This is an optimization exercise on Yosys and OpenROAD, whose aim is small area, a short achievable clock period and few clock cycles, not a production implementation. Only simulation tests tie the RTL to the original design; equivalence was not proved. Power figures rest on the tool's default switching activity, not on a simulated workload.

==> design.v <==
module mbcodec (
    input  wire        clk,
    input  wire        rst,           
    input  wire        cmd_valid,
    output wire        cmd_ready,
    input  wire [31:0] cmd,
    output reg         rsp_valid,
    output wire [3:0]  rsp_status,
    output wire [31:0] rsp_value,
    output reg         tx_valid,
    output reg  [7:0]  tx_data
);
    localparam [7:0] OPC_CRC_INIT    = 8'h01,
                     OPC_CRC_BYTE    = 8'h02,
                     OPC_CRC_READ    = 8'h03,
                     OPC_CRC_CHECK   = 8'h04,
                     OPC_ENC_RD      = 8'h10,
                     OPC_XCH_RD      = 8'h11,
                     OPC_DEC_BYTE    = 8'h20,
                     OPC_DEC_ABORT   = 8'h21,
                     OPC_DEC_RDBUF   = 8'h22,
                     OPC_DEC_STATUS  = 8'h23,
                     OPC_CFG_SETADDR = 8'h30,
                     OPC_CFG_GETADDR = 8'h31;
    localparam [2:0] RS_OK = 3'd0, RS_ILLEGAL = 3'd1, RS_ARG = 3'd2,
                     RS_BUSY = 3'd3, RS_NOT_READY = 3'd4;
    localparam [3:0] E_NONE = 4'd0, E_CRC = 4'd1, E_SIZE = 4'd2,
                     E_ADDR = 4'd3, E_FUNC = 4'd4, E_LEN = 4'd5,
                     E_DEVICE = 4'd6;
    localparam RB = 3;                   
    localparam RL = 1 << RB;
    localparam NR = 248 / RL;            
    function [15:0] crc_update;
        input [15:0] c;
        input [7:0]  b;
        integer k;
        reg [15:0] r;
        begin
            r = c ^ {8'h00, b};
            for (k = 0; k < 8; k = k + 1)
                r = r[0] ? ((r >> 1) ^ 16'hA001) : (r >> 1);
            crc_update = r;
        end
    endfunction
    reg [15:0] crc_acc;
    reg [7:0]  devaddr;
    reg        s_idle, s_addr, s_func, s_b2, s_pay, s_crclo, s_crchi,
               s_xlo, s_xhi, s_done, s_err;
    reg [6:0]  expw;          
    reg        addr_ok;       
    reg        f83, f03;      
    reg [7:0]  hdr2;
    reg        len_ok;        
    reg        last;          
    reg [15:0] dcrc;
    reg [7:0]  pcnt;
    reg        rclo_ok;       
    reg [3:0]  errcls;
    reg [7:0]  excode;
    reg        stray;
    wire busy = !(s_idle | s_done | s_err);
    wire [3:0] dstate = {s_xhi | s_done | s_err,
                         s_pay | s_crclo | s_crchi | s_xlo,
                         s_func | s_b2 | s_crchi | s_xlo | s_err,
                         s_addr | s_b2 | s_crclo | s_xlo | s_done};
    reg          rdy;         
    reg [2:0]    sc;          
    reg          ev;          
    reg [RB-1:0] ph;          
    reg [RB-1:0] phw;         
    wire acc = cmd_valid & rdy;
    assign cmd_ready = rdy;
    wire [7:0]  in_opc = cmd[31:24];
    wire [7:0]  in_b   = cmd[7:0];
    wire [15:0] in_s   = cmd[23:8];
    wire in_enc    = (in_opc == OPC_ENC_RD);
    wire in_xch    = (in_opc == OPC_XCH_RD);
    wire in_rd     = (in_opc == OPC_DEC_RDBUF);
    wire in_req_ok = (in_s <= 16'h1000) && (in_b >= 8'd1) && (in_b <= 8'h7D);
    reg        r_init, r_cbyte, r_cread, r_ccheck, r_dbyte, r_abort,
               r_rd, r_status, r_seta, r_geta, r_enc, r_xch;
    reg        z_hi, z_mid, z_lo;    
    reg        req_ok, b_szbad, b_adbad, b_one;
    reg [23:0] qh;            
    reg [7-RB:0] qri;         
    always @(posedge clk) begin
        r_init   <= (in_opc == OPC_CRC_INIT);
        r_cbyte  <= (in_opc == OPC_CRC_BYTE);
        r_cread  <= (in_opc == OPC_CRC_READ);
        r_ccheck <= (in_opc == OPC_CRC_CHECK);
        r_dbyte  <= (in_opc == OPC_DEC_BYTE);
        r_abort  <= (in_opc == OPC_DEC_ABORT);
        r_rd     <= in_rd;
        r_status <= (in_opc == OPC_DEC_STATUS);
        r_seta   <= (in_opc == OPC_CFG_SETADDR);
        r_geta   <= (in_opc == OPC_CFG_GETADDR);
        r_enc    <= in_enc;
        r_xch    <= in_xch;
        z_hi     <= (cmd[23:16] == 8'd0);
        z_mid    <= (cmd[15:8]  == 8'd0);
        z_lo     <= (cmd[7:0]   == 8'd0);
        req_ok   <= in_req_ok;
        b_szbad  <= (in_b == 8'd0) || (in_b > 8'hFA);
        b_adbad  <= (in_b == 8'd0) || (in_b > 8'hF7);
        b_one    <= (in_b == 8'd1);
        if (rdy)
            qh <= cmd[23:0];
        if (rdy && in_rd)
            qri <= in_b[7:RB];
    end
    wire [7:0] arg_b = qh[7:0];
    wire e_rn = z_hi && z_mid && z_lo;      
    wire e_rb = z_hi && z_mid;              
    wire e_rh = z_hi;                       
    wire o_init   = ev && r_init   && e_rn;
    wire o_cbyte  = ev && r_cbyte  && e_rb;
    wire o_cread  = ev && r_cread  && e_rn;
    wire o_ccheck = ev && r_ccheck && e_rh;
    wire o_dbyte  = ev && r_dbyte  && e_rb;
    wire o_abort  = ev && r_abort  && e_rn;
    wire o_rd     = ev && r_rd;
    wire o_rdbuf  = ev && r_rd     && e_rb;
    wire o_status = ev && r_status && e_rn;
    wire o_seta   = ev && r_seta   && e_rb;
    wire o_geta   = ev && r_geta   && e_rn;
    wire o_enc    = ev && r_enc;
    wire o_xch    = ev && r_xch;
    wire o_tx     = o_enc || o_xch;
    wire o_ill    = ev && !(o_init || o_cbyte || o_cread || o_ccheck || o_dbyte ||
                            o_abort || o_rdbuf || o_status || o_seta || o_geta || o_tx);
    wire xbusy   = o_xch && busy;                        
    wire sent    = (o_enc || (o_xch && !busy)) && req_ok;  
    wire txfault = o_tx && !sent;
    wire arm     = o_xch && !busy && req_ok;
    wire dbyte   = o_dbyte;
    wire seta_ok = o_seta && !busy && !b_adbad;
    wire rd_arg  = arg_b >= pcnt;
    wire rd_ok   = o_rdbuf && s_done && !rd_arg;         
    wire rd_late = rd_ok && (sc != 3'd0);                
    reg  rd_wait;                                         
    wire rd_go   = rd_wait && (sc == 3'd0);
    wire [8*(NR+1)-1:0] taps;
    wire [7:0] rd_byte = taps[qri*8 +: 8];
    wire [15:0] dcrc_upd = crc_update(dcrc, arg_b);
    wire [15:0] acc_upd  = crc_update(crc_acc, arg_b);
    wire crc_ok = rclo_ok && (arg_b == dcrc[15:8]);
    wire b2_ok  = addr_ok && !f83 && f03 && !b_szbad;
    wire b2_x   = addr_ok && f83;
    wire chi_ok = crc_ok && len_ok;
    wire n_idle  = o_abort || (s_idle && !arm);
    wire n_addr  = arm || (!o_abort && s_addr && !dbyte);
    wire n_func  = !o_abort && ((s_addr && dbyte) || (s_func && !dbyte));
    wire n_b2    = !o_abort && ((s_func && dbyte) || (s_b2 && !dbyte));
    wire n_pay   = !o_abort && ((s_b2 && dbyte && b2_ok) || (s_pay && !(dbyte && last)));
    wire n_crclo = !o_abort && ((s_pay && dbyte && last) || (s_crclo && !dbyte));
    wire n_crchi = !o_abort && ((s_crclo && dbyte) || (s_crchi && !dbyte));
    wire n_xlo   = !o_abort && ((s_b2 && dbyte && b2_x) || (s_xlo && !dbyte));
    wire n_xhi   = !o_abort && ((s_xlo && dbyte) || (s_xhi && !dbyte));
    wire n_done  = !o_abort && !arm && ((s_crchi && dbyte && chi_ok) || s_done);
    wire n_err   = !o_abort && !arm &&
                   ((s_b2 && dbyte && !b2_ok && !b2_x) ||
                    (s_crchi && dbyte && !chi_ok) || (s_xhi && dbyte) || s_err);
    wire n_busy = !(n_idle | n_done | n_err);
    wire [3:0] n_dstate = {n_xhi | n_done | n_err,
                           n_pay | n_crclo | n_crchi | n_xlo,
                           n_func | n_b2 | n_crchi | n_xlo | n_err,
                           n_addr | n_b2 | n_crclo | n_xlo | n_done};
    reg [3:0] x_errcls;
    reg [7:0] x_excode;
    always @* begin
        x_errcls = errcls;
        x_excode = excode;
        if (o_abort || arm) begin
            x_errcls = E_NONE;
            x_excode = 8'd0;
        end
        if (dbyte && s_b2) begin
            if (!addr_ok)             x_errcls = E_ADDR;
            else if (!f83 && !f03)    x_errcls = E_FUNC;
            else if (!f83 && b_szbad) x_errcls = E_SIZE;
        end
        if (dbyte && s_crchi) begin
            if (!crc_ok)              x_errcls = E_CRC;
            else if (!len_ok)         x_errcls = E_LEN;
        end
        if (dbyte && s_xhi) begin
            if (!crc_ok)              x_errcls = E_CRC;
            else begin
                x_errcls = E_DEVICE;
                x_excode = hdr2;
            end
        end
    end
    wire       pay_w   = dbyte && s_pay;
    wire [7:0] x_pcnt  = (o_abort || arm) ? 8'd0 : (pay_w ? pcnt + 8'd1 : pcnt);
    wire       x_stray = (o_abort || arm) ? 1'b0 :
                         ((dbyte && (s_idle || s_done || s_err)) ? 1'b1 : stray);
    wire [25:0] cur_status = {busy, stray, pcnt, excode, errcls, dstate};
    wire [25:0] nxt_status = {n_busy, x_stray, x_pcnt, x_excode, x_errcls, n_dstate};
    wire [25:0] x_value =
        ({26{o_init}}   & 26'h000FFFF) |
        ({26{o_cbyte}}  & {10'd0, acc_upd}) |
        ({26{o_cread}}  & {10'd0, crc_acc}) |
        ({26{o_ccheck}} & {25'd0, crc_acc == qh[15:0]}) |
        ({26{dbyte}}    & nxt_status) |
        ({26{o_status}} & cur_status) |
        ({26{seta_ok}}  & {18'd0, arg_b}) |
        ({26{o_geta}}   & {18'd0, devaddr});
    wire st_ill  = o_ill;
    wire st_busy = xbusy || (o_seta && busy);
    wire st_nrdy = o_rdbuf && !s_done;
    wire st_arg  = (txfault && !xbusy) || (o_seta && !busy && b_adbad) ||
                   (o_rdbuf && s_done && rd_arg);
    wire [2:0] x_status = {st_nrdy, st_busy | st_arg, st_busy | st_ill};
    reg [2:0]  tx_i;          
    reg [15:0] tcrc;          
    wire [15:0] tcrc_upd = crc_update(tcrc, tx_data);
    wire        tx_last_rsp = tx_valid && (tx_i == 3'd6);
    reg [7:0] tx_next;
    always @* begin
        case (tx_i)
            3'd0:    tx_next = 8'h03;
            3'd1:    tx_next = qh[23:16];
            3'd2:    tx_next = qh[15:8];
            3'd3:    tx_next = 8'h00;
            3'd4:    tx_next = qh[7:0];
            3'd5:    tx_next = tcrc_upd[7:0];
            default: tx_next = tcrc[15:8];
        endcase
    end
    always @(posedge clk) begin
        if (rst) begin
            tx_valid <= 1'b0;
            tx_i     <= 3'd0;
        end else if (sent) begin
            tx_valid <= 1'b1;
            tx_i     <= 3'd0;
        end else if (tx_valid) begin
            tx_i <= tx_i + 3'd1;
            if (tx_i == 3'd7) tx_valid <= 1'b0;
        end
    end
    always @(posedge clk) begin
        if (sent)
            tcrc <= 16'hFFFF;
        else if (tx_valid && tx_i < 3'd6)
            tcrc <= tcrc_upd;
        if (sent)
            tx_data <= devaddr;
        else if (tx_valid)
            tx_data <= tx_next;
    end
    reg [2:0]  rsp_st;
    reg [25:0] rsp_val;
    assign rsp_status = {1'b0, rsp_st};
    assign rsp_value  = {6'd0, rsp_val};
    wire [RB-1:0] in_wait = in_b[RB-1:0] - phw;
    wire e_may_end = ev && (r_abort || (r_dbyte && (s_b2 || s_crchi || s_xhi)));
    wire in_txhold = (in_enc || in_xch) && !(in_xch && busy && !e_may_end);
    wire in_rdhold = in_rd && (s_done || s_crchi) && (in_b[RB-1:0] != phw);
    reg [2:0] sc_next;
    always @* begin
        if (acc)
            sc_next = in_txhold ? 3'd7 : (in_rdhold ? in_wait : 3'd0);
        else if (txfault || (o_rd && !rd_ok))
            sc_next = 3'd0;
        else if (sc != 3'd0)
            sc_next = sc - 3'd1;
        else
            sc_next = 3'd0;
    end
    wire rdy_next = acc ? !(in_txhold || in_rdhold)
                        : (txfault || (o_rd && !rd_ok) || sc <= 3'd1);
    always @(posedge clk) begin
        rsp_st  <= tx_last_rsp ? RS_OK : x_status;
        rsp_val <= tx_last_rsp ? {10'd0, tcrc} :
                   ((rd_ok || rd_wait) ? {18'd0, rd_byte} : x_value);
        if (rst) begin
            rdy       <= 1'b1;
            sc        <= 3'd0;
            ev        <= 1'b0;
            rd_wait   <= 1'b0;
            rsp_valid <= 1'b0;
        end else begin
            rdy       <= rdy_next;
            sc        <= sc_next;
            ev        <= acc;
            rd_wait   <= rd_late || (rd_wait && sc != 3'd0);
            rsp_valid <= (ev && !sent && !rd_late) || rd_go || tx_last_rsp;
        end
    end
    always @(posedge clk) begin
        if (rst) begin
            crc_acc <= 16'hFFFF;
            devaddr <= 8'h01;
            s_idle  <= 1'b1;
            s_addr  <= 1'b0;
            s_func  <= 1'b0;
            s_b2    <= 1'b0;
            s_pay   <= 1'b0;
            s_crclo <= 1'b0;
            s_crchi <= 1'b0;
            s_xlo   <= 1'b0;
            s_xhi   <= 1'b0;
            s_done  <= 1'b0;
            s_err   <= 1'b0;
            dcrc    <= 16'hFFFF;
            pcnt    <= 8'd0;
            errcls  <= E_NONE;
            excode  <= 8'd0;
            stray   <= 1'b0;
        end else begin
            if (o_init)  crc_acc <= 16'hFFFF;
            if (o_cbyte) crc_acc <= acc_upd;
            if (seta_ok) devaddr <= arg_b;
            s_idle  <= n_idle;
            s_addr  <= n_addr;
            s_func  <= n_func;
            s_b2    <= n_b2;
            s_pay   <= n_pay;
            s_crclo <= n_crclo;
            s_crchi <= n_crchi;
            s_xlo   <= n_xlo;
            s_xhi   <= n_xhi;
            s_done  <= n_done;
            s_err   <= n_err;
            if (o_abort || arm)
                dcrc <= 16'hFFFF;
            else if (dbyte && (s_addr || s_func || s_b2 || s_pay))
                dcrc <= dcrc_upd;
            pcnt    <= x_pcnt;
            errcls  <= x_errcls;
            excode  <= x_excode;
            stray   <= x_stray;
        end
        if (arm)
            expw <= arg_b[6:0];
        if (dbyte && s_addr)
            addr_ok <= (arg_b == devaddr);
        if (dbyte && s_func) begin
            f83 <= (arg_b == 8'h83);
            f03 <= (arg_b == 8'h03);
        end
        if (dbyte && s_b2) begin
            hdr2   <= arg_b;
            len_ok <= (arg_b == {expw, 1'b0});
            last   <= b_one;
        end
        if (pay_w)
            last <= (pcnt + 8'd2 == hdr2);
        if (dbyte && (s_crclo || s_xlo))
            rclo_ok <= (arg_b == dcrc[7:0]);
    end
    wire first_pay = pay_w && (pcnt == 8'd0);
    always @(posedge clk) begin
        if (rst || first_pay) begin
            ph  <= {RB{1'b0}};
            phw <= {RB{1'b1}};
        end else begin
            ph  <= ph + 1'b1;
            phw <= phw + 1'b1;
        end
    end
    reg [RL-1:0] pv;
    reg [7:0]    pd [0:RL-1];
    wire [7:0]    pcm1 = pcnt - 8'd1;
    reg           wr_en;
    reg  [7:0]    wr_data;
    reg  [7-RB:0] wr_ring;
    always @(posedge clk) begin
        wr_en   <= pv[ph];
        wr_data <= pd[ph];
        wr_ring <= pcm1[7:RB] - {{(7-RB){1'b0}}, (ph > pcm1[RB-1:0])};
    end
    integer j;
    always @(posedge clk) begin
        for (j = 0; j < RL; j = j + 1) begin
            if (rst)
                pv[j] <= 1'b0;
            else if (pay_w && pcnt[RB-1:0] == j)
                pv[j] <= 1'b1;
            else if (ph == j)
                pv[j] <= 1'b0;
        end
        if (pay_w)
            pd[pcnt[RB-1:0]] <= arg_b;
    end
    genvar g;
    generate
        for (g = 0; g < NR; g = g + 1) begin : ring
            reg [7:0] s [0:RL-1];
            integer i;
            always @(posedge clk) begin
                s[0] <= (wr_en && wr_ring == g) ? wr_data : s[RL-1];
                for (i = 1; i < RL; i = i + 1)
                    s[i] <= s[i-1];
            end
            assign taps[g*8 +: 8] = s[0];
        end
        begin : ring2
            reg [7:0] s0, s1;
            always @(posedge clk) begin
                s0 <= (wr_en && wr_ring == NR) ? wr_data : s1;
                s1 <= s0;
            end
            assign taps[NR*8 +: 8] = s0;
        end
    endgenerate
endmodule
==> flow/run.sh <==
#!/bin/bash
set -euo pipefail
bash standard.sh SETUP_SLACK_MARGIN=5.5 finish > standard.log 2>&1
==> standard.sh <==
#!/bin/bash
# synth_recipe.tcl (not shown) runs the flow's synth.tcl, then flattens the netlist and writes it again
# the make line also repeats each setting of config.mk as NAME=value (left out here)
make -C /OpenROAD-flow-scripts/flow DESIGN_CONFIG=/design/flow/config.mk WORK_HOME=/design/flow/orfs CLKGATE_MAP_FILE= SYNTH_SCRIPT=/design/flow/synth_recipe.tcl "${@:-finish}"
==> config.mk <==
export PLATFORM = sky130hd
export DESIGN_NAME = mbcodec
export DESIGN_NICKNAME = mbcodec
export VERILOG_FILES = /design/flow/design.v
export SDC_FILE = /design/flow/constraint.sdc
export NUM_CORES = 4
export LEC_CHECK = 0
export CAP_MARGIN = 20
export CORE_MARGIN = 2
export CORE_UTILIZATION = 60
export CTS_CLUSTER_DIAMETER = 100
export CTS_CLUSTER_SIZE = 28
export PLACE_DENSITY = 0.7
export SETUP_SLACK_MARGIN = 5
export SLEW_MARGIN = 20
==> constraint.sdc <==
create_clock -name core_clock -period 8.0 [get_ports {clk}]
set_input_delay 1.6000 -clock core_clock [delete_from_list [all_inputs] [get_ports {clk}]]
set_output_delay 1.6000 -clock core_clock [all_outputs]
set_load 0.01 [all_outputs]
==> notes.md, run 1 <==
* Setup violations, final at 0
* ANT nets after route at 0
* Routed Wire Length at 114,000 um
* WL per Instance at 21.7 um
* Register cell area after layout at 47,300 um^2
* PD cells at 266 nW/um^2
* Vias in the first global route at 26,738
* CTS buffer count at 92
* Pin count of the biggest net entering global routing at 52
* Cell taking the most area after synthesis: dfxtp_1
* Antenna violations before repair at 3
* Setup TNS Final at 0 ns
* Full die area at 101,000 um^2
* Area growth syn-to-layout at 11.3%
* RSZ-0062 raised after global routing: true
* Max Slew Vio Count at 0
* Critical path data arrival time at 1.29 ns
* Mapped Area at 59,000 um^2
* Complex-gate fraction of the synthesized area at 2.74%
* Peak VDD IR at 0.157 mV
* Drt pass-1 iters at 8
* Synthesis-stage register bit count at 2,297
* Core area at 98,000 um^2
* Nets@finish at 4,062
* Max Cap Viol at 0
* H-tree depth at 3
* CTS tree: built
* Clock Pin Slew Worst Setup and Hold Paths at 0.11 ns
* First-pass GRT wire length at 169,000 um
* Fillers at 6,615
* Critical Path End Type: output pin
* Syn Area/Cell at 15.6 um^2
* Worst skew pair latency at 0.71 ns
* Initial Utilization at 60.2%
* XOR/XNOR Fraction of Synth Area at 1.88%
* Worst clock skew at 0.0357 ns
* Longest Clk Path Bufs at 3
* Share of layout cells above drive strength 1 at 20.2%
* Fmax achieved at 0.345 GHz
* Leakage at 25.9 nW
* Die width at 318 um
* Root buffer cell: clkbuf_16
* Remaining DRCs at 0
* WS Path Type: reg -> out
* Sequential area share after synthesis at 80.0%
* Multi-input logic area at 11,900 um^2
* Mux cell area share after synthesis at 8.83%
* Num rows at 115
* Final hold vios at 0
* Ports at 82
* Final Critical Period at 2.89 ns
* Critical Path Source Type: flip-flop
* CP Buf/Inv Count at 1
* Period utilization at 36.2%
* Main flop type after synthesis: dfxtp_1
* Outcome: no timing/DRC/antenna violations
* Critical-path cell list: buf_2
* Critical Path RT at 6.40 ns
* Clk sink count at 2,297
* Die Ht at 318 um
* Hpwl dp at 72,500 um
* Largest family of logic cells by synthesized area: multiplexers
* Via density at 5.21
* Cells after DPL at 5,072
* GPL Wtd Cong at 0.921
* Total Routing Usage GR at 22.4%
* Most common cell after layout, fill and taps aside: dfxtp_1
* Vias at 27,535
* Synth Area in Adders at 1.07%
* Simple-gate share of the synthesized area at 4.26%
* Cell area after layout at 65,700 um^2
* Gate Count Post-Synth at 3,795
* Final Non-Filler Cells at 5,284
* EDFF count, synth at 122
* Initial drt markers at 2,261
* Post-synthesis cell type count at 74
* CP top delay family: flip-flops
* Async SR Flop Fraction at 0%
* Crit path max fanout at 2
* IO Port Bufs at 74
* Placed Area at 61,300 um^2
* CP max stage cell: edfxtp_1
* Top cells by area, synth: dfxtp_1 (74%), edfxtp_1 (6.2%), mux2_2 (4.9%)
* Least-Margin Pin Slew at 1.05 ns
* Max incr delay on CP at 0.44 ns
* Post-synth top area share at 73.8%
* Remaining global-route overflow at 0
* Yosys warning count at 32
* Most frequent cells in the layout: dfxtp_1 (2,135), mux2_2 (256), nand2_1 (207)
* Max-slew headroom at 30.0%
* Hold WC Path Type: reg -> reg
[power breakdown]
group | switching, W | internal [W] | leakage (nW) | total [W]
clock | 0.00324 | 0.00217 | 1.23 | 0.00541
sequential | 0.0000647 | 0.0116 | 18.7 | 0.0116
combinational | 0.000254 | 0.000202 | 5.99 | 0.000456
[worst paths after layout]
kind                                            endpoint  depth (start not counted)                      from  slack, ns
worst min register to register  ring[27].s[3][3]$_DFF_P_                          0  ring[27].s[2][3]$_DFF_P_       0.32
worst max register to register        rsp_val[2]$_DFF_P_                          8          qri[0]$_DFFE_PP_       5.32
worst min-delay path            ring[27].s[3][3]$_DFF_P_                          0  ring[27].s[2][3]$_DFF_P_       0.32
worst max-delay path                          tx_data[3]                          1      tx_data[3]$_DFFE_PP_       5.11
[layout make-up]
| cell class | instances | share of cell area, % |
|---|---|---|
| clock buffers | 105 | 3.64 |
| repair buffers | 215 | 3.35 |
| multi-input cells | 1329 | 18.1 |
| clock inverters | 8 | 0.192 |
| diodes | 1 | 0.00381 |
| flip-flops and latches | 2297 | 71.9 |
| inverters | 42 | 0.268 |
| well taps | 1287 | 2.45 |
[worst reg2reg max path, stage by stage (launching register included)]
cell      delay, ns
edfxtp_1       0.40
buf_6          0.12
buf_12         0.14
buf_12         0.16
mux4_2         0.57
mux4_2         0.61
mux2i_4        0.29
nand2_1        0.10
a22o_1         0.18
[what timing repair did]
action                     CTS  global route
pin swaps                   14            38
setup endpoints to repair  197           174
hold endpoints to repair     0             0
cloned                       6             2
hold buffers                 0             0
gates resized for setup    342           109
buffers inserted            47            43
[layer usage]
| metal | GRT usage [%] | vias to the layer above | wire, um |
|---|---|---|---|
| met4 | 7.56 | 0 | 3910 |
| met2 | 34.5 | 759 | 51000 |
| met3 | 2.91 | 194 | 5660 |
| met1 | 33.0 | 13506 | 53900 |
| met5 | 0 | - | 0 |
| li1 | - | 13076 | - |
[cell families (layout without fill, tap and decap cells)]
logic type,count (synthesis),count (layout)
AO/OA/AOI/OAI,240,240
XOR/XNOR,118,118
adder cells (fa/ha/maj),50,50
buffers and inverters,177,370
flip-flops,2297,2297
multiplexers,366,366
other,1,8
AND/OR/NAND/NOR,546,548
[cell usage after synthesis (all sizes together) (5+ instances only)]
master / count
a22oi: 7
mux2: 257
a21o: 8
a21oi: 76
edfxtp: 122
and3: 10
a22o: 14
a221oi: 9
a211oi: 6
xnor2: 95
nor3: 35
o22ai: 7
or4: 8
mux4: 98
o21ai: 31
o2111ai: 6
dfxtp: 2175
nor2b: 10
nand3: 60
xor2: 19
inv: 41
nand2b: 17
a222oi: 5
or3: 5
nor2: 132
o211ai: 18
nor4: 12
a31oi: 12
nand4: 17
and2: 13
buf: 36
nand2: 211
clkbuf: 99
mux2i: 11
a221o: 5
ha: 49
[state kept, by name, indices dropped and copies added, names as in the netlist, 16 cells and up]
name and count:
rsp_val 26, tcrc 16, dcrc 16, qh 24, pd 64, ring.s 1984
crc_acc 16
[stage by stage]
stage	setup slack (ns)	total power (W)	hold slack, ns	utilization, %
floorplan	5.09	0.0121	0.310	-
global placement	4.34	0.0123	0.310	62.5
detailed placement	4.24	0.0123	0.312	62.5
CTS	5.06	0.0176	0.322	66.1
global route	5.06	0.0181	0.328	67.1
finish	5.11	0.0175	0.319	67.1
Testbench counts, summed over its fixed seeds: cycles 164,810.
==> run 2: changes to the inputs <==
==> run.sh (new file) <==
#!/bin/bash
# synth_recipe.tcl (not shown) runs the flow's synth.tcl, then flattens the netlist and writes it again
# the make line also repeats each setting of config.mk as NAME=value (left out here)
make -C /OpenROAD-flow-scripts/flow DESIGN_CONFIG=/design/flow/config.mk WORK_HOME=/design/flow/orfs CLKGATE_MAP_FILE= SYNTH_SCRIPT=/design/flow/synth_recipe.tcl finish
removed: flow/run.sh
removed: standard.sh
==> run 2 against run 1 <==
  * Register-to-register slack worse by 0.24 ns
  * First-iteration DRC count is 1.1% lower
  * Critical path depth stayed put
  * Die area stayed put
  * Non-clock buffer count is 72 lower
  * Wire length is 0.81% lower
  * Critical endpoint is now rsp_value[7]
  * Synthesized cell count stayed put
  * Cell count is 1.4% lower
  * Clock power hardly changed
  * Sequential power hardly changed
  * Core utilization is 1.7 points lower
  * Combinational power is 16% lower
==> notes.md, run 2 <==
* WS Path Type: reg -> out (unchanged)
* Most common cell after layout, fill and taps aside: dfxtp_1 (unchanged)
* RSZ-0062 raised after global routing: true (unchanged)
* Nets@finish at 3,988 (was 4,062)
* Initial drt markers at 2,236 (was 2,261)
* Critical-path cell list: clkdlybuf4s15_1 (was buf_2)
* Critical Path RT at 6.40 ns (about the same)
* Critical path data arrival time at 1.37 ns (was 1.29 ns)
* Mapped Area at 59,000 um^2 (unchanged)
* Peak VDD IR at 0.152 mV (was 0.157 mV)
* Crit path max fanout at 1 (was 2)
* CTS buffer count at 92 (unchanged)
* H-tree depth at 3 (unchanged)
* Setup violations, final at 0 (unchanged)
* Ports at 82 (unchanged)
* Remaining global-route overflow at 0 (unchanged)
* Worst clock skew at 0.0330 ns (was 0.0357 ns)
* Syn Area/Cell at 15.6 um^2 (unchanged)
* Async SR Flop Fraction at 0% (unchanged)
* Num rows at 115 (unchanged)
* Longest Clk Path Bufs at 3 (unchanged)
* Critical Path Source Type: flip-flop (unchanged)
* Hold_buf cts at 0 (unchanged)
* Share of layout cells above drive strength 1 at 15.0% (was 20.2%)
* Yosys warning count at 32 (unchanged)
* Max Cap Viol at 0 (unchanged)
* Critical Path End Type: output pin (unchanged)
* Post-synthesis cell type count at 74 (unchanged)
* Largest register FFs at 1,984 (unchanged)
* Vias at 27,076 (was 27,535)
* Remaining DRCs at 0 (unchanged)
* Largest Register: ring.s (unchanged)
* Core area at 98,000 um^2 (unchanged)
* Final hold vios at 0 (unchanged)
* Total Routing Usage GR at 22.4% (about the same)
* CP top delay family: flip-flops (unchanged)
* Via density at 5.20 (was 5.21)
* CTS tree: built (unchanged)
* Pin count of the biggest net entering global routing at 52 (unchanged)
* Max Slew Vio Count at 0 (unchanged)
* Die Ht at 318 um (unchanged)
* Area growth syn-to-layout at 8.45% (was 11.3%)
* Initial Utilization at 60.2% (unchanged)
* Leakage at 25.2 nW (was 25.9 nW)
* Worst skew pair latency at 0.70 ns (was 0.71 ns)
* PD cells at 272 nW/um^2 (was 266 nW/um^2)
* Most numerous cell in the Yosys netlist: dfxtp_1 (unchanged)
* Hpwl dp at 74,000 um (was 72,500 um)
* Synthesis-stage register bit count at 2,297 (unchanged)
* Top cells by area, synth: dfxtp_1 (74%), edfxtp_1 (6.2%), mux2_2 (4.9%) (unchanged)
* Least-Margin Pin Slew at 1.08 ns (was 1.05 ns)
* Max-slew headroom at 27.9% (was 30.0%)
* Vias in the first global route at 26,855 (was 26,738)
* Period utilization at 37.1% (was 36.2%)
* Post-layout util at 65.3% (was 67.1%)
* Cell taking the most area after synthesis: dfxtp_1 (unchanged)
* Final Critical Period at 2.97 ns (was 2.89 ns)
* IO Port Bufs at 74 (unchanged)
* Main flop type after synthesis: dfxtp_1 (unchanged)
* CP Buf/Inv Count at 1 (unchanged)
* Fmax achieved at 0.337 GHz (was 0.345 GHz)
* Most frequent cells in the layout: dfxtp_1 (2,152), mux2_2 (257), nand2_1 (210) (was dfxtp_1 (2,135), mux2_2 (256), nand2_1 (207))
* Drt pass-1 iters at 7 (was 8)
* Commonest cells in the netlist: dfxtp_1 (2,175), mux2_2 (257), nand2_1 (211) (unchanged)
* Clk sink count at 2,297 (unchanged)
* Die width at 318 um (unchanged)
* CP max stage cell: dfxtp_2 (was edfxtp_1)
* ANT nets after route at 0 (unchanged)
* Full die area at 101,000 um^2 (unchanged)
* EDFF count, synth at 122 (unchanged)
* Clock Pin Slew Worst Setup and Hold Paths at 0.11 ns (about the same)
* Cell area after layout at 64,000 um^2 (was 65,700 um^2)
* Hold WC Path Type: reg -> reg (unchanged)
* Placed Area at 61,200 um^2 (was 61,300 um^2)
* Routed Wire Length at 114,000 um (about the same)
* Gate Count Post-Synth at 3,795 (unchanged)
* Root buffer cell: clkbuf_16 (unchanged)
* Setup TNS Final at 0 ns (unchanged)
* Antenna violations before repair at 4 (was 3)
* Outcome: no timing/DRC/antenna violations (unchanged)
* Max incr delay on CP at 0.40 ns (was 0.44 ns)
* WL per Instance at 21.8 um (was 21.7 um)
* First-pass GRT wire length at 169,000 um (about the same)
* Post-synth top area share at 73.8% (unchanged)
* Sequential area share after synthesis at 80.0% (unchanged)
* GPL Wtd Cong at 0.950 (was 0.921)
## run 2: layer usage
metal | wire, um | vias to the layer above | GRT usage (%)
met5 | 11 | - | 0
met4 | 3540 | 2 | 7.43
met3 | 4840 | 195 | 2.76
met2 | 50900 | 670 | 35.1
met1 | 54300 | 13300 | 32.7
li1 | - | 12909 | -
## run 2: cell type report
type,instances,area [um^2]
fill,6885,34000
clock inverter,6,91.3
inverter,42,158
tap,1287,1610
multi-input combinational,1327,11200
clock buffer,107,2400
antenna,1,2.50
sequential,2297,47200
timing repair buffer,143,1340
## run 2: timing repair
action | 4_1_cts | 5_1_grt
endpoints found under the hold margin | 0 | 0
pin swaps | 0 | 1
endpoints found under the setup margin | 77 | 63
setup buffers | 16 | 1
resized for setup | 107 | 22
gates cloned | 2 | 1
## run 2: stage by stage
stage	setup WS [ns]	hold slack, ns	power (W)	cells
2_1_floorplan	5.06	0.310	0.0121	3801
3_3_place_gp	4.28	0.310	0.0123	5075
3_5_place_dp	4.16	0.312	0.0123	5075
4_1_cts	5.00	0.315	0.0175	5206
5_1_grt	4.93	0.310	0.0180	5209
6_report	5.03	0.315	0.0174	5210
## run 2: final timing paths
kind / start / end / slack (ns) / depth (start not counted)
setup / recovery: rsp_val[7]$_DFF_P_ / rsp_value[7] / 5.03 / 1
hold / removal: ring[20].s[1][7]$_DFF_P_ / ring[20].s[2][7]$_DFF_P_ / 0.32 / 0
setup reg to reg: qri[1]$_DFFE_PP_ / rsp_val[0]$_DFF_P_ / 5.08 / 8
hold reg to reg: ring[20].s[1][7]$_DFF_P_ / ring[20].s[2][7]$_DFF_P_ / 0.32 / 0
## run 2: kinds of logic after synthesis
kind of cell / synth area share (%)
DFF: 80.0
and+or+nand+nor: 4.26
muxes: 8.83
AOI/OAI and AO/OA: 2.74
buffers and inverters: 1.24
xor gates and xnor gates: 1.88
adders and majority gates: 1.07
other: 0.00635
## run 2: where the power goes
part	internal [W]	total [W]	switching [W]
combinational	0.000150	0.000381	0.000231
sequential	0.0116	0.0116	0.0000661
clock	0.00216	0.00540	0.00324
total	0.0139	0.0174	0.00353
==> run 3: changes to the inputs <==
--- a/design.v
+++ b/design.v
@@ -259,3 +259,4 @@
     wire in_txhold = (in_enc || in_xch) && !(in_xch && busy && !e_may_end);
-    wire in_rdhold = in_rd && (s_done || s_crchi) && (in_b[RB-1:0] != phw);
+    wire in_rdhold = in_rd && (s_done || s_crchi) && (in_b < pcnt) &&
+                     (in_b[RB-1:0] != phw);
     reg [2:0] sc_next;
==> run 3 against run 2 <==
  * Sequential share of layout area is 0.085 points higher
  * Cell count is 0.17% lower
  * Total power is 0.16% lower
  * Via count is 0.80% lower
  * Register-to-register slack hardly changed
  * Sequential power hardly changed
  * Clock power hardly changed
  * Clock skew is 0.0084 ns higher
  * Maximum frequency is 0.85% lower
  * Synthesized cell count is 0.11% lower
  * Cell area hardly changed
  * Critical path type unchanged
  * Critical endpoint is now cmd_ready
==> notes.md, run 3 <==
* Outcome: no timing/DRC/antenna violations (unchanged)
* Nets@finish at 3,986 (was 3,988)
* WS Path Type: reg -> out (unchanged)
* Hpwl dp at 69,800 um (was 74,000 um)
* FF-to-FF Start: qh[1]$_DFFE_PP_ (was qri[1]$_DFFE_PP_)
* Vias in the first global route at 26,615 (was 26,855)
* Full die area at 101,000 um^2 (about the same)
* ANT nets after route at 0 (unchanged)
* Num rows at 115 (unchanged)
* Longest Clk Path Bufs at 3 (unchanged)
* Cell taking the most area after synthesis: dfxtp_1 (unchanged)
* Core area at 98,000 um^2 (unchanged)
* CTS tree: built (unchanged)
* Fmax achieved at 0.334 GHz (was 0.337 GHz)
* Post-synthesis cell type count at 69 (was 74)
* Post-place setup slack at 4.29 ns (was 4.16 ns)
* Clock Pin Slew Worst Setup and Hold Paths at 0.10 ns (was 0.11 ns)
* Remaining global-route overflow at 0 (unchanged)
* Crit path max fanout at 14 (was 1)
* Top cells by area, synth: dfxtp_1 (74%), edfxtp_1 (6.2%), mux2_2 (5.0%) (was dfxtp_1 (74%), edfxtp_1 (6.2%), mux2_2 (4.9%))
* Die width at 318 um (about the same)
* Post-layout util at 65.3% (about the same)
* Drt pass-1 iters at 7 (unchanged)
* Most common cell after layout, fill and taps aside: dfxtp_1 (unchanged)
* Vias at 26,860 (was 27,076)
* H-tree depth at 3 (unchanged)
* Max Slew Vio Count at 0 (unchanged)
* Worst clock skew at 0.0414 ns (was 0.0330 ns)
* Leakage at 25.2 nW (about the same)
* Synthesis-stage register bit count at 2,297 (unchanged)
* First-pass GRT wire length at 165,000 um (was 169,000 um)
* EDFF count, synth at 122 (unchanged)
* Initial drt markers at 1,943 (was 2,236)
* Worst hold endpoint: ring[19].s[5][7]$_DFF_P_ (was ring[20].s[2][7]$_DFF_P_)
* Final hold vios at 0 (unchanged)
* Main flop type after synthesis: dfxtp_1 (unchanged)
* Total Routing Usage GR at 21.7% (was 22.4%)
* Mapped Area at 59,100 um^2 (was 59,000 um^2)
* Max-slew headroom at 19.5% (was 27.9%)
* Syn Area/Cell at 15.6 um^2 (about the same)
* Cells after DPL at 5,070 (was 5,075)
* RSZ-0062 raised after global routing: true (unchanged)
* Reg-to-Reg End: rsp_val[0]$_DFF_P_ (unchanged)
* IO Port Bufs at 74 (unchanged)
* Yosys warning count at 32 (unchanged)
* Critical Path End Type: output pin (unchanged)
* Ports at 82 (unchanged)
* Share of layout cells above drive strength 1 at 15.5% (was 15.0%)
* Hold WC Path Type: reg -> reg (unchanged)
* Largest Register: ring.s (unchanged)
* HP Start: ring[19].s[4][7]$_DFF_P_ (was ring[20].s[1][7]$_DFF_P_)
* Least-Margin Pin Slew at 1.20 ns (was 1.08 ns)
* Critical path data arrival time at 1.39 ns (was 1.37 ns)
* Routed Wire Length at 110,000 um (was 114,000 um)
* Post-synth top area share at 73.7% (was 73.8%)
* Final Non-Filler Cells at 5,201 (was 5,210)
* Initial Utilization at 60.3% (was 60.2%)
* CTS buffer count at 92 (unchanged)
* Setup violations, final at 0 (unchanged)
* Via density at 5.16 (was 5.20)
* Most numerous cell in the Yosys netlist: dfxtp_1 (unchanged)
* Hold_buf cts at 0 (unchanged)
* GPL Wtd Cong at 0.902 (was 0.950)
* Most frequent cells in the layout: dfxtp_1 (2,147), mux2_2 (261), nand2_1 (201) (was dfxtp_1 (2,152), mux2_2 (257), nand2_1 (210))
* Sequential area share after synthesis at 79.9% (was 80.0%)
* Setup TNS Final at 0 ns (unchanged)
* Peak VDD IR at 0.207 mV (was 0.152 mV)
* Commonest cells in the netlist: dfxtp_1 (2,175), mux2_2 (261), nand2_1 (201) (was dfxtp_1 (2,175), mux2_2 (257), nand2_1 (211))
* Largest register FFs at 1,984 (unchanged)
* Root buffer cell: clkbuf_16 (unchanged)
* Worst hold slack at 0.317 ns (was 0.315 ns)
* Clk sink count at 2,297 (unchanged)
* Final Critical Period at 2.99 ns (was 2.97 ns)
* Critical Path Source Type: flip-flop (unchanged)
* Async SR Flop Fraction at 0% (unchanged)
* Final worst slack at 5.01 ns (was 5.03 ns)
* Reg2Reg Depth at 10 (was 8)
* Die Ht at 318 um (about the same)
* Gate Count Post-Synth at 3,791 (was 3,795)
* Max Cap Viol at 0 (unchanged)
* PD cells at 272 nW/um^2 (about the same)
* Remaining DRCs at 0 (unchanged)
* WL per Instance at 21.1 um (was 21.8 um)
* Hold depth at 0 (unchanged)
* Area growth syn-to-layout at 8.27% (was 8.45%)
* Reg2reg setup slack at 5.07 ns (was 5.08 ns)
* Pin count of the biggest net entering global routing at 47 (was 52)
* Period utilization at 37.4% (was 37.1%)
* Worst skew pair latency at 0.72 ns (was 0.70 ns)
* Critical Path RT at 6.40 ns (about the same)
* Antenna violations before repair at 2 (was 4)
run 3: cell count changes after synthesis, sizes merged, moves of 5 or more:
cell | previous run | this run
nand2 | 211 | 201
inv | 41 | 35
nor2 | 132 | 120
a21oi | 76 | 64
and2 | 13 | 21
and3 | 10 | 15
ha | 49 | 56
o22ai | 7 | 2
run 3: layout make-up:
type / instances / area [um^2]
clock inverters: 10 / 131
fillers: 6906 / 34000
inverters: 36 / 143
repair buffers: 139 / 1220
diodes: 1 / 2.50
multi-input cells: 1328 / 11300
well taps: 1287 / 1610
flip-flops and latches: 2297 / 47300
clock buffers: 103 / 2350
run 3: logic make-up after synthesis:
| logic type | share of synthesized area (%) |
|---|---|
| buffers and inverters | 1.23 |
| other | 0.00635 |
| AND/OR/NAND/NOR | 4.43 |
| flip-flops | 79.9 |
| adder cells (fa/ha/maj) | 1.22 |
| AO/OA/AOI/OAI | 2.54 |
| multiplexers | 8.89 |
| XOR/XNOR | 1.80 |
run 3: worst max-delay path by stage:
stage / start / end / slack (ns) / cells after the start
after floorplan: cmd[27] / rdy$_SDFF_PP1_ / 5.03 / 7
after global placement: cmd[4] / rdy$_SDFF_PP1_ / 4.26 / 9
after detailed placement: cmd[4] / rdy$_SDFF_PP1_ / 4.29 / 9
after CTS: rdy$_SDFF_PP1_ / cmd_ready / 4.81 / 2
after global routing: qh[1]$_DFFE_PP_ / rsp_val[0]$_DFF_P_ / 4.91 / 10
final: rdy$_SDFF_PP1_ / cmd_ready / 5.01 / 2
run 3: where the power goes:
part           internal [W]  switching, W
sequential           0.0116     0.0000549
clock               0.00214       0.00325
combinational      0.000148      0.000235
total                0.0138       0.00354
run 3: stage by stage:
step	power, W	instance area, um^2
final	0.0174	64000
after global routing	0.0179	64000
after CTS	0.0175	64000
after detailed placement	0.0123	61300
after global placement	0.0123	61300
after floorplan	0.0121	59100
run 3: worst max-delay path, stage by stage (launching register included):
cell	delay [ns]
dfxtp_4	0.39
buf_12	0.15
clkbuf_2	0.14
run 3: what timing repair did:
item / CTS / global route
gates cloned: 1 / 0
setup endpoints to repair: 83 / 40
setup buffers: 16 / 0
pin swaps: 0 / 1
gates resized for setup: 132 / 30
run 3: layer usage:
| layer | vias to the layer above | global-route usage, % | share of wire, % |
|---|---|---|---|
| met3 | 189 | 3.24 | 4.4 |
| met5 | - | 0 | 0.0064 |
| met1 | 13172 | 31.6 | 48 |
| li1 | 12856 | - | - |
| met4 | 2 | 7.21 | 3.2 |
| met2 | 641 | 33.6 | 45 |
Testbench counts of run 3, summed over its fixed seeds: cycles 164,567.
==> run 4: changes to the inputs <==
==> flow/run.sh (new file) <==
#!/bin/bash
set -euo pipefail
bash standard.sh "BUFFER_PORTS_ARGS=-buffer_cell sky130_fd_sc_hd__buf_4" SETUP_SLACK_MARGIN=5.5 finish > standard.log 2>&1
==> standard.sh (new file) <==
#!/bin/bash
# synth_recipe.tcl (not shown) runs the flow's synth.tcl, then flattens the netlist and writes it again
# the make line also repeats each setting of config.mk as NAME=value (left out here)
make -C /OpenROAD-flow-scripts/flow DESIGN_CONFIG=/design/flow/config.mk WORK_HOME=/design/flow/orfs CLKGATE_MAP_FILE= SYNTH_SCRIPT=/design/flow/synth_recipe.tcl "${@:-finish}"
removed: run.sh
==> run 4 against run 3 <==
  * Highest routed layer is now met4
  * Cell count increased by 0.96%
  * Still clean
  * Critical path depth unchanged
  * Die area unchanged
  * Critical path type unchanged
  * Clock power increased by 0.7%
==> notes.md, run 4 <==
* Outcome: no timing/DRC/antenna violations (unchanged)
* Mapped Area at 59,100 um^2 (unchanged)
* Comb power frac at 2.4% (was 2.2%)
* Syn Area/Cell at 15.6 um^2 (unchanged)
* Period utilization at 36.6% (was 37.4%)
* Final hold vios at 0 (unchanged)
* Least-Margin Pin Slew at 1.10 ns (was 1.20 ns)
* Most common cell after layout, fill and taps aside: dfxtp_1 (unchanged)
* Share of power burned in registers at 66.5% (was 66.8%)
* Routed Wire Length at 113,000 um (was 110,000 um)
* Ports at 82 (unchanged)
* Simple-gate share of the synthesized area at 4.43% (unchanged)
* Post-synthesis cell type count at 69 (unchanged)
* Total Routing Usage GR at 22.1% (was 21.7%)
* Die Ht at 318 um (unchanged)
* Num rows at 115 (unchanged)
* Initial drt markers at 2,189 (was 1,943)
* WL per Instance at 21.5 um (was 21.1 um)
* CTS buffer count at 92 (unchanged)
* CTS tree: built (unchanged)
* Switching portion of total power at 20.2% (was 20.3%)
* Yosys warning count at 32 (unchanged)
* Hold WC Path Type: reg -> reg (unchanged)
* Critical-path cell list: buf_12, buf_6 (was buf_12, clkbuf_2)
* Critical Path End Type: output pin (unchanged)
* Die width at 318 um (unchanged)
* Switching pwr at 0.00353 W (was 0.00354 W)
* N_diodes at 0 (was 1)
* CP top delay family: flip-flops (unchanged)
* Pin count of the biggest net entering global routing at 56 (was 47)
* Nets@finish at 4,037 (was 3,986)
* XOR/XNOR Fraction of Synth Area at 1.80% (unchanged)
* Core area at 98,000 um^2 (unchanged)
* Cells after DPL at 5,059 (was 5,070)
* EDFF count, synth at 122 (unchanged)
* Sequential area share after synthesis at 79.9% (unchanged)
* GPL Wtd Cong at 0.938 (was 0.902)
* ANT nets after route at 0 (unchanged)
* Share of layout cells above drive strength 1 at 19.9% (was 15.5%)
* Initial Utilization at 60.3% (unchanged)
* Max-slew headroom at 26.5% (was 19.5%)
* Critical path data arrival time at 1.33 ns (was 1.39 ns)
* Post-synth top area share at 73.7% (unchanged)
* Commonest cells in the netlist: dfxtp_1 (2,175), mux2_2 (261), nand2_1 (201) (unchanged)
* RSZ-0062 raised after global routing: true (unchanged)
* First-pass GRT wire length at 167,000 um (was 165,000 um)
* PD cells at 267 nW/um^2 (was 272 nW/um^2)
* Register cell area after layout at 47,300 um^2 (about the same)
* Multi-input logic area at 11,800 um^2 (was 11,300 um^2)
* Main flop type after synthesis: dfxtp_1 (unchanged)
* Full die area at 101,000 um^2 (unchanged)
* Longest Clk Path Bufs at 3 (unchanged)
* Vias in the first global route at 26,839 (was 26,615)
* Clock Pin Slew Worst Setup and Hold Paths at 0.11 ns (was 0.10 ns)
* Final Critical Period at 2.93 ns (was 2.99 ns)
* Peak VDD IR at 0.196 mV (was 0.207 mV)
* Largest Register: ring.s (unchanged)
* Setup TNS Final at 0 ns (unchanged)
* Area growth syn-to-layout at 10.6% (was 8.27%)
* CP max stage cell: dfxtp_4 (unchanged)
* Placed Area at 61,100 um^2 (was 61,300 um^2)
* Mux cell area share after synthesis at 8.89% (unchanged)
* Largest family of logic cells by synthesized area: multiplexers (unchanged)
* Hold_buf cts at 0 (unchanged)
* Most frequent cells in the layout: dfxtp_1 (2,135), mux2_2 (257), nand2_1 (199) (was dfxtp_1 (2,147), mux2_2 (261), nand2_1 (201))
* Final Non-Filler Cells at 5,251 (was 5,201)
* Synth Area in Adders at 1.22% (unchanged)
* Gate Count Post-Synth at 3,791 (unchanged)
* Setup violations, final at 0 (unchanged)
* Cell area after layout at 65,400 um^2 (was 64,000 um^2)
* Via density at 5.21 (was 5.16)
* WS Path Type: reg -> out (unchanged)
* Remaining DRCs at 0 (unchanged)
* Async SR Flop Fraction at 0% (unchanged)
* H-tree depth at 3 (unchanged)
* Fmax achieved at 0.341 GHz (was 0.334 GHz)
* Remaining global-route overflow at 0 (unchanged)
* P_int at 0.0139 W (was 0.0138 W)
* Critical Path Source Type: flip-flop (unchanged)
* Worst skew pair latency at 0.72 ns (about the same)
* Clk pwr share at 31.0% (about the same)
* Hpwl dp at 69,400 um (was 69,800 um)
* Worst hold slack at 0.312 ns (was 0.317 ns)
* CP Buf/Inv Count at 2 (unchanged)
* Max Cap Viol at 0 (unchanged)
* Complex-gate fraction of the synthesized area at 2.54% (unchanged)
* Critical Path RT at 6.40 ns (about the same)
* Leakage at 25.7 nW (was 25.2 nW)
* Largest register FFs at 1,984 (unchanged)
* Max Slew Vio Count at 0 (unchanged)
* Max incr delay on CP at 0.37 ns (was 0.39 ns)
* Drt pass-1 iters at 6 (was 7)
* Antenna violations before repair at 3 (was 2)
* Fillers at 6,688 (was 6,906)
* Cell taking the most area after synthesis: dfxtp_1 (unchanged)
* Synthesis-stage register bit count at 2,297 (unchanged)
* Clk sink count at 2,297 (unchanged)
* Vias at 27,383 (was 26,860)
* IO Port Bufs at 74 (unchanged)
* Worst clock skew at 0.0506 ns (was 0.0414 ns)
* Most numerous cell in the Yosys netlist: dfxtp_1 (unchanged)
* Root buffer cell: clkbuf_16 (unchanged)
* Crit path max fanout at 2 (was 14)
* Top cells by area, synth: dfxtp_1 (74%), edfxtp_1 (6.2%), mux2_2 (5.0%) (unchanged)
==> run 4: timing repair <==
item                                    CTS  global route
pin swaps                                18            21
gates cloned                              8             5
endpoints found under the setup margin  288           109
resized for setup                       180            62
buffers inserted                         50            16
==> run 4: stage by stage <==
step | worst slack, ns | util, % | power [W]
5_1_grt | 5.03 | 66.7 | 0.0180
6_report | 5.07 | 66.7 | 0.0175
4_1_cts | 5.03 | 66.1 | 0.0176
3_3_place_gp | 4.34 | 62.3 | 0.0123
3_5_place_dp | 4.26 | 62.3 | 0.0123
2_1_floorplan | 5.04 | - | 0.0121
==> run 4: power groups by stage <==
stage | sequential [W] | combinational [W] | clock [W]
after detailed placement | 0.0119 | 0.000358 | 0
after global placement | 0.0119 | 0.000357 | 0
final | 0.0116 | 0.000428 | 0.00542
after CTS | 0.0116 | 0.000403 | 0.00553
after floorplan | 0.0119 | 0.000242 | 0
after global routing | 0.0116 | 0.000460 | 0.00594
==> run 4: layer usage <==
layer	global-route usage (%)	vias up	share of wire, %
li1	-	13009	-
met1	31.6	13444	47
met2	34.4	724	45
met3	3.46	206	4.7
met4	8.14	0	3.5
met5	0	-	0
==> run 4: layout make-up <==
type                    count  share of cell area [%]
clock buffers             106                    3.67
repair buffers            188                    3.07
flip-flops and latches   2297                    72.4
multi-input cells        1330                    18.0
well taps                1287                    2.46
inverters                  36                   0.224
clock inverters             7                   0.167
==> run 4: logic make-up (layout without fill, tap and decap cells) <==
kind of cell | Yosys count | after routing
AOI/OAI and AO/OA | 222 | 222
xor gates and xnor gates | 118 | 118
adders and majority gates | 57 | 57
buffers and inverters | 172 | 337
DFF | 2297 | 2297
muxes | 370 | 370
other | 1 | 7
and+or+nand+nor | 554 | 556
==> run 4: path summary, 6_finish.rpt <==
path	startpoint	to	slack, ns	cells past startpoint
worst min register to register	ring[24].s[6][3]$_DFF_P_	ring[24].s[7][3]$_DFF_P_	0.31	0
worst max register to register	qri[0]$_DFFE_PP_	rsp_val[0]$_DFF_P_	5.38	8
worst min-delay path	ring[24].s[6][3]$_DFF_P_	ring[24].s[7][3]$_DFF_P_	0.31	0
worst max-delay path	rdy$_SDFF_PP1_	cmd_ready	5.07	2
==> run 5: changes to the inputs <==
==> flow/run.sh (replaced) <==
#!/bin/bash
set -euo pipefail
bash standard.sh "BUFFER_PORTS_ARGS=-buffer_cell sky130_fd_sc_hd__buf_4" SETUP_SLACK_MARGIN=6 finish > standard.log 2>&1
==> run 5 against run 4 <==
  * Register-to-register slack hardly changed
  * Maximum frequency down 0.75%
  * Clock power about the same
  * Non-clock buffer count increased by 69
  * Still clean on timing, DRC and antenna
  * Clock skew rose by 0.0079 ns
  * Flip-flop and latch count is the same
  * Wire length is 4.9% higher
  * Combinational power increased by 19%
  * Global-route usage rose by 1.1 points
  * Highest routed layer unchanged
  * Setup slack got worse by 0.022 ns
==> notes.md, run 5 <==
* Outcome: no timing/DRC/antenna violations (unchanged)
* Final Non-Filler Cells at 5,327 (was 5,251)
* WS Path Type: reg -> out (unchanged)
* Final worst slack at 5.05 ns (was 5.07 ns)
* Share of layout cells above drive strength 1 at 25.4% (was 19.9%)
* Num rows at 115 (unchanged)
* Most frequent cells in the layout: dfxtp_1 (2,122), mux2_2 (257), nand2_1 (186) (was dfxtp_1 (2,135), mux2_2 (257), nand2_1 (199))
* Post-place setup slack at 4.25 ns (was 4.26 ns)
* Comb power frac at 2.9% (was 2.4%)
* GPL Wtd Cong at 0.926 (was 0.938)
* Die width at 318 um (unchanged)
* Max Slew Vio Count at 0 (unchanged)
* Vias in the first global route at 27,878 (was 26,839)
* Post-synthesis cell type count at 69 (unchanged)
* Max incr delay on CP at 0.49 ns (was 0.37 ns)
* Die Ht at 318 um (unchanged)
* Gate Count Post-Synth at 3,791 (unchanged)
* Top cells by area, synth: dfxtp_1 (74%), edfxtp_1 (6.2%), mux2_2 (5.0%) (unchanged)
* Clock Pin Slew Worst Setup and Hold Paths at 0.10 ns (was 0.11 ns)
* Mapped Area at 59,100 um^2 (unchanged)
* Max-slew headroom at 21.2% (was 26.5%)
* Most numerous cell in the Yosys netlist: dfxtp_1 (unchanged)
* Routed Wire Length at 119,000 um (was 113,000 um)
* Cell taking the most area after synthesis: dfxtp_1 (unchanged)
* Largest Register: ring.s (unchanged)
* Switching portion of total power at 20.6% (was 20.2%)
* Largest register FFs at 1,984 (unchanged)
* CP top delay family: flip-flops (unchanged)
* Share of power burned in registers at 66.3% (was 66.5%)
* Fmax achieved at 0.339 GHz (was 0.341 GHz)
* Pin count of the biggest net entering global routing at 47 (was 56)
* Register cell area after layout at 47,300 um^2 (about the same)
* EDFF count, synth at 122 (unchanged)
* Multi-input logic area at 12,800 um^2 (was 11,800 um^2)
* Ports at 82 (unchanged)
* Worst skew pair latency at 0.73 ns (was 0.72 ns)
* Placed Area at 61,600 um^2 (was 61,100 um^2)
* Hold WC Path Type: reg -> reg (unchanged)
* Critical path data arrival time at 1.35 ns (was 1.33 ns)
* CTS tree: built (unchanged)
* Hpwl dp at 71,900 um (was 69,400 um)
* Remaining global-route overflow at 0 (unchanged)
* CTS buffer count at 92 (unchanged)
* Main flop type after synthesis: dfxtp_1 (unchanged)
* Remaining DRCs at 0 (unchanged)
* Power, Total at 0.0175 W (about the same)
* Nets@finish at 4,109 (was 4,037)
* Cell area after layout at 67,200 um^2 (was 65,400 um^2)
* WL per Instance at 22.3 um (was 21.5 um)
* Via density at 5.26 (was 5.21)
* Critical Path RT at 6.40 ns (about the same)
* Fillers at 6,406 (was 6,688)
* Vias at 28,000 (was 27,383)
* Final Critical Period at 2.95 ns (was 2.93 ns)
* ANT nets after route at 0 (unchanged)
* Critical-path cell list: buf_6 (was buf_12, buf_6)
* P_int at 0.0139 W (about the same)
* Setup violations, final at 0 (unchanged)
* Yosys warning count at 32 (unchanged)
* Full die area at 101,000 um^2 (unchanged)
* IO Port Bufs at 74 (unchanged)
* Clk pwr share at 30.8% (was 31.0%)
* Longest Clk Path Bufs at 3 (unchanged)
* Critical Path Source Type: flip-flop (unchanged)
* Commonest cells in the netlist: dfxtp_1 (2,175), mux2_2 (261), nand2_1 (201) (unchanged)
* Setup TNS Final at 0 ns (unchanged)
* Worst clock skew at 0.0585 ns (was 0.0506 ns)
* Sequential area share after synthesis at 79.9% (unchanged)
* RSZ-0062 raised after global routing: true (unchanged)
* Root buffer cell: clkbuf_16 (unchanged)
* Post-synth top area share at 73.7% (unchanged)
* First-pass GRT wire length at 176,000 um (was 167,000 um)
* Initial Utilization at 60.3% (unchanged)
* Period utilization at 36.9% (was 36.6%)
* Area growth syn-to-layout at 13.7% (was 10.6%)
* Switching pwr at 0.00361 W (was 0.00353 W)
* Async SR Flop Fraction at 0% (unchanged)
* Most common cell after layout, fill and taps aside: dfxtp_1 (unchanged)
* Total Routing Usage GR at 23.2% (was 22.1%)
* Critical Path End Type: output pin (unchanged)
* Peak VDD IR at 0.204 mV (was 0.196 mV)
* Crit path max fanout at 2 (unchanged)
* Max Cap Viol at 0 (unchanged)
* H-tree depth at 3 (unchanged)
* Initial drt markers at 2,618 (was 2,189)
* Synthesis-stage register bit count at 2,297 (unchanged)
* Core area at 98,000 um^2 (unchanged)
* Syn Area/Cell at 15.6 um^2 (unchanged)
* Cells after DPL at 5,058 (was 5,059)
* Antenna violations before repair at 0 (was 3)
* Leakage at 26.4 nW (was 25.7 nW)
* Final hold vios at 0 (unchanged)
* Clk sink count at 2,297 (unchanged)
* CP max stage cell: edfxtp_1 (was dfxtp_4)
* Least-Margin Pin Slew at 1.18 ns (was 1.10 ns)
* Drt pass-1 iters at 7 (was 6)
* CP Buf/Inv Count at 1 (was 2)
* PD cells at 261 nW/um^2 (was 267 nW/um^2)
## run 5: metal layers
layer / share of wire, % / global-route usage, % / vias up / wire, um
li1: - / - / 13180 / -
met1: 46 / 33.4 / 13747 / 54700
met2: 45 / 36.3 / 826 / 53500
met3: 5.6 / 3.73 / 247 / 6620
met4: 3.2 / 7.33 / 0 / 3750
met5: 0 / 0 / - / 0
## run 5: cells by family (layout without fill, tap and decap cells)
kind of cell	Yosys count	after routing	synth area share (%)
muxes	370	370	8.89
AOI/OAI and AO/OA	222	222	2.54
and+or+nand+nor	554	559	4.43
xor gates and xnor gates	118	118	1.80
adders and majority gates	57	57	1.22
buffers and inverters	172	406	1.23
DFF	2297	2297	79.9
other	1	11	0.00635
## run 5: path summary, 6_finish.rpt
path	cells past startpoint	startpoint	to	slack [ns]
setup / recovery	1	tx_data[5]$_DFFE_PP_	tx_data[5]	5.05
hold / removal	0	ring[9].s[5][3]$_DFF_P_	ring[9].s[6][3]$_DFF_P_	0.31
setup reg to reg	13	qh[5]$_DFFE_PP_	rsp_val[0]$_DFF_P_	5.39
hold reg to reg	0	ring[9].s[5][3]$_DFF_P_	ring[9].s[6][3]$_DFF_P_	0.31
## run 5: cell type report
cell class              instances  area share (%)
clock buffers                 105            3.50
clock inverters                 8           0.222
well taps                    1287            2.40
diodes                          4          0.0149
inverters                      36           0.223
multi-input cells            1333            19.1
repair buffers                257            4.14
flip-flops and latches       2297            70.4
## run 5: per-stage QoR
| stage | hold WS, ns | utilization [%] |
|---|---|---|
| floorplan | 0.310 | - |
| global placement | 0.310 | 62.8 |
| detailed placement | 0.312 | 62.8 |
| CTS | 0.318 | 67.7 |
| global route | 0.323 | 68.6 |
| finish | 0.311 | 68.6 |
## run 5: power by group through the flow
stage / combinational, W / clock, W / sequential (W)
6_report: 0.000510 / 0.00540 / 0.0116
5_1_grt: 0.000542 / 0.00592 / 0.0116
4_1_cts: 0.000462 / 0.00550 / 0.0116
3_5_place_dp: 0.000375 / 0 / 0.0119
3_3_place_gp: 0.000373 / 0 / 0.0119
2_1_floorplan: 0.000263 / 0 / 0.0119
## run 5: what timing repair did
item,CTS,global route
hold buffers,0,0
hold endpoints to repair,0,0
setup endpoints to repair,461,297
gates resized for setup,272,106
pin swaps,54,45
buffers inserted,97,40
cloned,12,3
==> run 6: changes to the inputs <==
--- a/design.v
+++ b/design.v
@@ -69,3 +69,3 @@
     reg [RB-1:0] ph;          
-    reg [RB-1:0] phw;         
+    wire [RB-1:0] phw = ph - 1'b1;
     wire acc = cmd_valid & rdy;
@@ -84,3 +84,2 @@
     reg [23:0] qh;            
-    reg [7-RB:0] qri;         
     always @(posedge clk) begin
@@ -107,4 +106,2 @@
             qh <= cmd[23:0];
-        if (rdy && in_rd)
-            qri <= in_b[7:RB];
     end
@@ -142,3 +139,3 @@
     wire [8*(NR+1)-1:0] taps;
-    wire [7:0] rd_byte = taps[qri*8 +: 8];
+    wire [7:0] rd_byte = taps[qh[7:RB]*8 +: 8];
     wire [15:0] dcrc_upd = crc_update(dcrc, arg_b);
@@ -356,9 +353,6 @@
     always @(posedge clk) begin
-        if (rst || first_pay) begin
-            ph  <= {RB{1'b0}};
-            phw <= {RB{1'b1}};
-        end else begin
-            ph  <= ph + 1'b1;
-            phw <= phw + 1'b1;
-        end
+        if (rst || first_pay)
+            ph <= {RB{1'b0}};
+        else
+            ph <= ph + 1'b1;
     end
==> run.sh (new file) <==
#!/bin/bash
# synth_recipe.tcl (not shown) runs the flow's synth.tcl, then flattens the netlist and writes it again
# the make line also repeats each setting of config.mk as NAME=value (left out here)
make -C /OpenROAD-flow-scripts/flow DESIGN_CONFIG=/design/flow/config.mk WORK_HOME=/design/flow/orfs CLKGATE_MAP_FILE= SYNTH_SCRIPT=/design/flow/synth_recipe.tcl finish
removed: flow/run.sh
removed: standard.sh
==> run 6 against run 5 <==
  * Largest cell class unchanged
  * Combinational power decreased by 4.1%
  * Still clean on timing, DRC and antenna
  * Core utilization decreased by 3.4 points
  * Critical endpoint is now rsp_value[13]
  * Hold slack got worse by 0.0047 ns
  * Maximum frequency increased by 0.15%
  * Register-to-register slack got worse by 0.27 ns
==> notes.md, run 6 <==
* Num rows at 115 (unchanged)
* Total Routing Usage GR at 21.4% (was 23.2%)
* Cell area after layout at 63,800 um^2 (was 67,200 um^2)
* Final Critical Period at 2.95 ns (about the same)
* Most frequent cells in the layout: dfxtp_1 (2,158), mux2_2 (257), nand2_1 (202) (was dfxtp_1 (2,122), mux2_2 (257), nand2_1 (186))
* Critical path data arrival time at 1.35 ns (about the same)
* WL per Instance at 20.8 um (was 22.3 um)
* Hpwl dp at 68,000 um (was 71,900 um)
* Longest Clk Path Bufs at 3 (unchanged)
* Placed Area at 61,000 um^2 (was 61,600 um^2)
* Period utilization at 36.8% (was 36.9%)
* Core area at 97,800 um^2 (was 98,000 um^2)
* Initial Utilization at 60.3% (about the same)
* Power, Total at 0.0174 W (was 0.0175 W)
* Switching portion of total power at 20.4% (was 20.6%)
* Full die area at 101,000 um^2 (about the same)
* Worst setup path endpoint: rsp_value[13] (was tx_data[5])
* Critical-path cell list: clkdlybuf4s15_2 (was buf_6)
* Switching pwr at 0.00356 W (was 0.00361 W)
* Top cells by area, synth: dfxtp_1 (74%), edfxtp_1 (6.0%), mux2_2 (4.9%) (was dfxtp_1 (74%), edfxtp_1 (6.2%), mux2_2 (5.0%))
* Root buffer cell: clkbuf_16 (unchanged)
* Remaining global-route overflow at 0 (unchanged)
* Routed Wire Length at 108,000 um (was 119,000 um)
* Critical Path RT at 6.40 ns (about the same)
* Die width at 318 um (about the same)
* XOR/XNOR Fraction of Synth Area at 1.81% (was 1.80%)
* Post-synth top area share at 73.7% (about the same)
* Drt pass-1 iters at 7 (unchanged)
* Max Slew Vio Count at 0 (unchanged)
* Mapped Area at 59,000 um^2 (was 59,100 um^2)
* CTS tree: built (unchanged)
* Synth Area in Adders at 1.20% (was 1.22%)
* Setup TNS Final at 0 ns (unchanged)
* Ports at 82 (unchanged)
* Largest register FFs at 1,984 (unchanged)
* Fmax achieved at 0.339 GHz (about the same)
* CP Launch Point: rsp_val[13]$_DFF_P_ (was tx_data[5]$_DFFE_PP_)
* Gate Count Post-Synth at 3,801 (was 3,791)
* PD cells at 273 nW/um^2 (was 261 nW/um^2)
* Reg-to-Reg End: wr_ring[4]$_DFF_P_ (was rsp_val[0]$_DFF_P_)
* Mux cell area share after synthesis at 8.73% (was 8.89%)
* Crit path max fanout at 1 (was 2)
* Complex-gate fraction of the synthesized area at 2.99% (was 2.54%)
* Hold WC Path Type: reg -> reg (unchanged)
* RSZ-0062 raised after global routing: false (was true)
* Most numerous cell in the Yosys netlist: dfxtp_1 (unchanged)
* Least-Margin Pin Slew at 1.08 ns (was 1.18 ns)
* Share of layout cells above drive strength 1 at 14.6% (was 25.4%)
* Outcome: no timing/DRC/antenna violations (unchanged)
* Post-synthesis cell type count at 77 (was 69)
* Clock Pin Slew Worst Setup and Hold Paths at 0.11 ns (was 0.10 ns)
* H-tree depth at 3 (unchanged)
* Max incr delay on CP at 0.39 ns (was 0.49 ns)
* Critical Path Source Type: flip-flop (unchanged)
* Peak VDD IR at 0.239 mV (was 0.204 mV)
* Critical Path End Type: output pin (unchanged)
* WS Path Type: reg -> out (unchanged)
* CP max stage cell: dfxtp_1 (was edfxtp_1)
* Largest family of logic cells by synthesized area: multiplexers (unchanged)
* Comb power frac at 2.8% (was 2.9%)
* Simple-gate share of the synthesized area at 4.29% (was 4.43%)
* Max-slew headroom at 27.4% (was 21.2%)
* CP Buf/Inv Count at 1 (unchanged)
* FF-to-FF Start: pcnt[0]$_SDFF_PP0_ (was qh[5]$_DFFE_PP_)
* Final hold vios at 0 (unchanged)
* HP Start: ring[15].s[5][6]$_DFF_P_ (was ring[9].s[5][3]$_DFF_P_)
* IO Port Bufs at 74 (unchanged)
* CP top delay family: flip-flops (unchanged)
* Largest Register: ring.s (unchanged)
* Vias in the first global route at 26,425 (was 27,878)
* Main flop type after synthesis: dfxtp_1 (unchanged)
run 6: power groups by stage:
stage	clock network (W)	logic (W)	registers (W)
3_5_place_dp	0	0.000459	0.0118
3_3_place_gp	0	0.000459	0.0118
2_1_floorplan	0	0.000314	0.0118
5_1_grt	0.00589	0.000528	0.0116
6_report	0.00537	0.000489	0.0116
4_1_cts	0.00551	0.000481	0.0116
run 6: repair_timing:
action                                  4_1_cts  5_1_grt
pin swaps                                     1        1
endpoints found under the setup margin       72       61
setup buffers                                14        4
gates resized for setup                     106       15
gates cloned                                  1        1
hold buffers                                  0        0
run 6: worst min path at each step:
stage	endpoint	slack (ns)
2_1_floorplan	ring[0].s[2][0]$_DFF_P_	0.31
3_3_place_gp	ring[20].s[2][1]$_DFF_P_	0.31
3_5_place_dp	ring[20].s[5][0]$_DFF_P_	0.31
4_1_cts	ring[15].s[6][6]$_DFF_P_	0.31
5_1_grt	ring[15].s[6][6]$_DFF_P_	0.32
6_report	ring[15].s[6][6]$_DFF_P_	0.31
run 6: cell type report:
class | count | area [um^2]
clock inverter | 9 | 91.3
multi-input combinational | 1344 | 11300
inverter | 39 | 146
timing repair buffer | 129 | 1190
fill | 6911 | 34100
antenna | 1 | 2.50
sequential | 2289 | 47000
clock buffer | 107 | 2410
tap | 1287 | 1610
run 6: cell families after synthesis:
logic type,count (synthesis)
flip-flops,2289
AND/OR/NAND/NOR,543
multiplexers,360
AO/OA/AOI/OAI,260
buffers and inverters,174
XOR/XNOR,118
adder cells (fa/ha/maj),56
other,1
run 6: per-layer routing:
metal	part of all wire (%)	routed length [um]	GRT usage, %	vias to the layer above
li1	-	-	-	12933
met1	49	53000	32.2	13210
met2	44	47800	32.7	635
met3	4.7	5060	3.31	163
met4	2.4	2580	5.49	2
met5	0.012	13	0	-
run 6: stage by stage:
| stage | cells | hold WS, ns | worst slack (ns) |
|---|---|---|---|
| after floorplan | 3807 | 0.310 | 5.06 |
| after global placement | 5068 | 0.310 | 4.17 |
| after detailed placement | 5068 | 0.312 | 4.17 |
| after CTS | 5199 | 0.308 | 4.90 |
| after global routing | 5204 | 0.323 | 4.99 |
| final | 5205 | 0.306 | 5.05 |
Testbench counts of run 6, summed over its fixed seeds: cycles 164,567.

[afterwards: timing with drivers on the ports]
How much do the figures lean on ideal ports? The routed layouts below were timed once more, with nothing changed but the port constraints.
Step 1: set_driving_cell puts a clkbuf_16 on clk and a buf_2 on each other input, an assumption about the parent block.
Step 2, shift: input delay + t, output delay - t, t = (earliest + latest rising clock arrival at the registers) / 2. This alone moves slack from input paths to output paths.
a / b / c = ideal / step 1 / step 2; a / b = the first two.
run | shift t [ns] | setup WS [ns]
run 1 | 0.760 | 5.105 / 5.034 / 4.755
run 2 | 0.754 | 5.033 / 4.960 / 4.405
run 3 | 0.767 | 5.008 / 4.936 / 4.400
run 4 | 0.767 | 5.070 / 4.997 / 4.700
run 5 | 0.768 | 5.048 / 4.977 / 4.773
run 6 | 0.758 | 5.052 / 4.984 / 4.463
After both steps every run listed still meets setup and hold.
